Source: an optimization exercise on an open RTL-to-GDS flow (aim: small area). Production flows keep margins and buffers that such runs may drop. In this exercise RTL edits were held to simulation tests only and were not proved equivalent to the original. Power and IR drop assume default switching activity.

==> module midi_decoder, before the edit <==
module midi_decoder #(
    parameter N_PORTS   = 8,
    parameter SYSEX_CAP = 16
) (
    input  wire                     clk,
    input  wire                     rst,
    input  wire                     dec_valid,
    input  wire                     dec_ctrl,
    input  wire [7:0]               dec_data,
    output reg                      ev_valid,
    output wire [2:0]               ev_cls,
    output wire [3:0]               ev_kind,
    output wire [7:0]               ev_status,
    output wire [3:0]               ev_chan,
    output wire [6:0]               ev_d1,
    output wire [6:0]               ev_d2,
    output wire                     ev_has_d2,
    output wire [13:0]              ev_val,
    output wire                     ev_eox,
    output wire [3:0]               ev_port,
    output wire [4:0]               ev_len,
    output wire [SYSEX_CAP*8-1:0]   ev_raw,
    output wire [7:0]               dstat
);
    reg       open;              
    reg [3:0] pos;               
    reg [6:0] s0;                
    reg [6:0] bq [1:15];         
    reg [2:0] port_q;            
    reg       st_trunc, st_abort, st_range;
    reg       rt;                
    reg [2:0] rt_lo;             
    reg       eox;               
    assign dstat = {5'b0, st_range, st_abort, st_trunc};
    wire [7:0] b       = dec_data;
    wire       step    = dec_valid && !dec_ctrl;
    wire       ctl     = dec_valid && dec_ctrl;
    wire       s_sys   = (s0[6:4] == 3'b111);
    wire       s_sx    = s_sys && (s0[2:0] == 3'b000);
    wire       sx_open = open && s_sx;
    wire       s_cv    = !s_sys;
    wire       s_cd    = (s0[6:5] == 2'b10);             
    wire       last    = s_cv ? (s_cd ? (pos == 4'd1) : (pos == 4'd2))
                              : ((s0[2:0] == 3'b010) ? (pos == 4'd2) : (pos == 4'd1));
    wire       p_one   = (b[6:0] == 7'h00) || (b[6:0] == 7'h7F);
    wire       p_in    = (b[6:4] == 3'b000) && (b[3] ? (b[2:0] == 3'b000) : (b[2:0] != 3'b000));
    wire       p_ok    = p_one || p_in;
    wire [2:0] p_new   = p_one ? 3'd1 : b[2:0];
    wire       is_rt   = step && (b[7:3] == 5'b11111);
    wire       is_st   = step && b[7] && !is_rt;                  
    wire       is_f7   = is_st && (b[6:0] == 7'h77);
    wire       is_f6   = is_st && (b[6:0] == 7'h76);
    wire       is_dat  = step && !b[7] && open;
    wire       dat_sx  = is_dat && s_sx;
    wire       sx_full = dat_sx && (pos == 4'd15);
    wire       fin     = is_dat && !s_sx && last;
    wire       fin_ps  = fin && s_sys && (s0[2:0] == 3'b101);
    wire       ps_ok   = fin_ps && p_ok;
    wire       emit    = is_rt || (is_f7 && sx_open) || is_f6 || sx_full ||
                         (fin && !(fin_ps && !p_ok));
    integer i;
    always @(posedge clk) begin
        for (i = 1; i < 16; i = i + 1)
            if (pos == i)
                bq[i] <= b[6:0];
        if (is_st && !is_f7)
            s0 <= b[6:0];
        if (is_st && !is_f7 && !is_f6)
            pos <= 4'd1;
        else if (is_dat && !sx_full && !(is_f7))
            pos <= (fin) ? 4'd1 : pos + 4'd1;
        rt    <= is_rt;
        rt_lo <= b[2:0];
        eox   <= is_f7;
        if (rst) begin
            open     <= 1'b0;
            port_q   <= 3'd1;
            st_trunc <= 1'b0;
            st_abort <= 1'b0;
            st_range <= 1'b0;
            ev_valid <= 1'b0;
        end else begin
            ev_valid <= emit;
            if (ctl) begin
                case (b[2:0])
                    3'd0: begin
                        open     <= 1'b0;
                        port_q   <= 3'd1;
                        st_trunc <= 1'b0;
                        st_abort <= 1'b0;
                        st_range <= 1'b0;
                    end
                    3'd1: open <= 1'b0;
                    3'd2: port_q <= 3'd1;
                    3'd3: begin
                        st_trunc <= 1'b0;
                        st_abort <= 1'b0;
                        st_range <= 1'b0;
                    end
                    default: ;
                endcase
            end else begin
                if (is_st && sx_open && !is_f7)
                    st_abort <= 1'b1;
                if (is_st)
                    open <= !(is_f7 || is_f6);
                else if (sx_full || (fin && !s_cv))
                    open <= 1'b0;
                if (sx_full)
                    st_trunc <= 1'b1;
                if (fin_ps && !p_ok)
                    st_range <= 1'b1;
                if (ps_ok)
                    port_q <= p_new;
            end
        end
    end
    wire [6:0] st   = rt ? {4'b1111, rt_lo} : s0;
    wire       c_sys = (s0[6:4] == 3'b111);
    wire       c_rt = rt;
    wire       c_cv = !rt && !c_sys;
    wire       c_sx = !rt && c_sys && (s0[2:0] == 3'b000);
    wire       c_ps = !rt && c_sys && (s0[2:0] == 3'b101);
    wire       c_f6 = !rt && c_sys && (s0[2:1] == 2'b11);
    wire       c_cd = !rt && (s0[6:5] == 2'b10);
    wire       c_f2 = !rt && c_sys && (s0[2:0] == 3'b010);
    wire       c_val1 = !rt && c_sys && ((s0[2:0] == 3'b001) || (s0[2:0] == 3'b011) || (s0[2:0] == 3'b100));
    wire       c_pb = !rt && ((s0[6:4] == 3'b110) || (c_sys && (s0[2:0] == 3'b010)));
    assign ev_status = {1'b1, st};
    assign ev_cls    = c_cv ? 3'd0 : c_sx ? 3'd3 : c_ps ? 3'd5 : c_rt ? 3'd2 : 3'd1;
    assign ev_kind   = c_cv ? {1'b1, st[6:4]} : c_sx ? 4'd0 : st[3:0];
    assign ev_chan   = c_cv ? st[3:0] : 4'd0;
    wire   has_d1    = !(c_sx || c_rt || c_f6);
    assign ev_has_d2 = (c_cv && !c_cd) || c_f2;
    assign ev_d1     = has_d1 ? bq[1] : 7'd0;
    assign ev_d2     = ev_has_d2 ? bq[2] : 7'd0;
    assign ev_val    = c_pb ? {~bq[2][6], bq[2][5:0], bq[1]} :
                       c_val1 ? {7'd0, bq[1]} : 14'd0;
    assign ev_eox    = c_sx && eox;
    assign ev_port   = {port_q == 3'd0, port_q};
    assign ev_len    = c_sx ? {1'b0, pos} + 5'd1 :
                       (c_rt || c_f6) ? 5'd1 :
                       ev_has_d2 ? 5'd3 : 5'd2;
    genvar g;
    assign ev_raw[7:0] = ev_status;
    generate
        for (g = 1; g < 16; g = g + 1) begin : g_raw
            assign ev_raw[g*8 +: 8] = {eox && (pos == g), bq[g]};
        end
    endgenerate
endmodule
Settings: LEC_CHECK=0, CAP_MARGIN=20, CORE_MARGIN=2, CORE_UTILIZATION=40, PLACE_DENSITY=0.6, SLEW_MARGIN=20; clock period 10.0 ns.
standard.sh (not shown) runs the stock make flow with config.mk's settings and CLKGATE_MAP_FILE= SYNTH_SCRIPT=/design/flow/synth_recipe.tcl, a recipe that flattens the netlist after the stock synthesis.
==> flow/flow/run.sh <==
#!/bin/bash
# Own layout flow: the standard flow (standard.sh: the standard synthesis,
# floorplan, power grid, placement, routing), with these changes to how the
# layout is made:
#  - every input and output port still gets its own buffer, but a 1x buffer
#    (sky130_fd_sc_hd__buf_1) instead of the larger cell buffer_ports picks;
#  - the clock tree uses small clock buffers (clkbuf_4) in small sink clusters
#    and no dummy loads;
#  - constant outputs keep the tie cells synthesis gave them (no tie fanout
#    repair).
# ORFS writes each step's full log under orfs/logs/; make's own output goes to
# standard.log in this folder.
set -uo pipefail
export BUFFER_PORTS_ARGS="-buffer_cell sky130_fd_sc_hd__buf_1"
export CTS_ARGS="-sink_clustering_enable -repair_clock_nets -dont_use_dummy_load -buf_list sky130_fd_sc_hd__clkbuf_4 -sink_clustering_size 10 -sink_clustering_max_diameter 60"
export SKIP_REPAIR_TIE_FANOUT=1
bash standard.sh > standard.log 2>&1
The baseline went through all stages and came out clean.
Next try:
--- a/flow/design.v
+++ b/flow/design.v
@@ -34,15 +34,14 @@
     assign dstat = {5'b0, st_range, st_abort, st_trunc};
     wire [7:0] b       = dec_data;
     wire       step    = dec_valid && !dec_ctrl;
     wire       ctl     = dec_valid && dec_ctrl;
-    wire       s_sys   = (s0[6:4] == 3'b111);
-    wire       s_sx    = s_sys && (s0[2:0] == 3'b000);
+    wire       s_sx    = (s0 == 7'h70);
     wire       sx_open = open && s_sx;
-    wire       s_cv    = !s_sys;
+    wire       s_cv    = (s0[6:4] != 3'b111);
     wire       s_cd    = (s0[6:5] == 2'b10);             
     wire       last    = s_cv ? (s_cd ? (pos == 4'd1) : (pos == 4'd2))
-                              : ((s0[2:0] == 3'b010) ? (pos == 4'd2) : (pos == 4'd1));
+                              : ((s0[3:0] == 4'h2) ? (pos == 4'd2) : (pos == 4'd1));
     wire       p_one   = (b[6:0] == 7'h00) || (b[6:0] == 7'h7F);
     wire       p_in    = (b[6:4] == 3'b000) && (b[3] ? (b[2:0] == 3'b000) : (b[2:0] != 3'b000));
     wire       p_ok    = p_one || p_in;
     wire [2:0] p_new   = p_one ? 3'd1 : b[2:0];
@@ -53,9 +52,9 @@
     wire       is_dat  = step && !b[7] && open;
     wire       dat_sx  = is_dat && s_sx;
     wire       sx_full = dat_sx && (pos == 4'd15);
     wire       fin     = is_dat && !s_sx && last;
-    wire       fin_ps  = fin && s_sys && (s0[2:0] == 3'b101);
+    wire       fin_ps  = fin && (s0 == 7'h75);
     wire       ps_ok   = fin_ps && p_ok;
     wire       emit    = is_rt || (is_f7 && sx_open) || is_f6 || sx_full ||
                          (fin && !(fin_ps && !p_ok));
     integer i;
@@ -114,19 +113,18 @@
                     port_q <= p_new;
             end
         end
     end
-    wire [6:0] st   = rt ? {4'b1111, rt_lo} : s0;
-    wire       c_sys = (s0[6:4] == 3'b111);
-    wire       c_rt = rt;
-    wire       c_cv = !rt && !c_sys;
-    wire       c_sx = !rt && c_sys && (s0[2:0] == 3'b000);
-    wire       c_ps = !rt && c_sys && (s0[2:0] == 3'b101);
-    wire       c_f6 = !rt && c_sys && (s0[2:1] == 2'b11);
-    wire       c_cd = !rt && (s0[6:5] == 2'b10);
-    wire       c_f2 = !rt && c_sys && (s0[2:0] == 3'b010);
-    wire       c_val1 = !rt && c_sys && ((s0[2:0] == 3'b001) || (s0[2:0] == 3'b011) || (s0[2:0] == 3'b100));
-    wire       c_pb = !rt && ((s0[6:4] == 3'b110) || (c_sys && (s0[2:0] == 3'b010)));
+    wire [6:0] st  = rt ? {4'b1111, rt_lo} : s0;
+    wire       c_cv = (st[6:4] != 3'b111);
+    wire       c_sx = (st == 7'h70);
+    wire       c_ps = (st == 7'h75);
+    wire       c_rt = (st[6:3] == 4'b1111);
+    wire       c_f6 = (st == 7'h76);
+    wire       c_cd = (st[6:5] == 2'b10);
+    wire       c_f2 = (st == 7'h72);
+    wire       c_val1 = (st == 7'h71) || (st == 7'h73) || (st == 7'h74);
+    wire       c_pb = (st[6:4] == 3'b110) || c_f2;
     assign ev_status = {1'b1, st};
     assign ev_cls    = c_cv ? 3'd0 : c_sx ? 3'd3 : c_ps ? 3'd5 : c_rt ? 3'd2 : 3'd1;
     assign ev_kind   = c_cv ? {1'b1, st[6:4]} : c_sx ? 4'd0 : st[3:0];
     assign ev_chan   = c_cv ? st[3:0] : 4'd0;
Outcome: Count of clock-buffer cells in the layout is unchanged; worst hold slack is better by 0.010 ns; power is about the same; final area hardly moves; fmax came out higher by 6.8%; final cell count shrinks by 0.94%; critical path depth came out higher by 3.

[port drivers added, routing unchanged]
The results above use ideal ports. As a check the final layouts listed here were re-extracted and re-timed, cells and wires unchanged. Step 1 assumes that a clkbuf_16 drives the clock port and a buf_2 every other input. Step 2 moves the port delays by t, midway between the first and last clock arrival at a register: inputs arrive t later, outputs are due t later. That takes back most of the time a late clock gives input paths. Slacks: ideal / step 1 / step 2; pairs: ideal / step 1.
run	t, ns	setup WS [ns]	worst hold slack (ns)	worst slew at a driven data input, ns	cell pins on the clock port's net
the first run	0.658	4.729 / 4.683 / 4.724	0.477 / 0.477 / 0.477	0.08	1
the second run	0.650	5.063 / 5.014 / 5.095	0.487 / 0.487 / 0.487	0.11	1
After both steps every run listed still meets setup and hold. For the first run, which loses most, drivers alone change the setup slack by -0.046 ns; drivers and shift together by -0.005 ns.
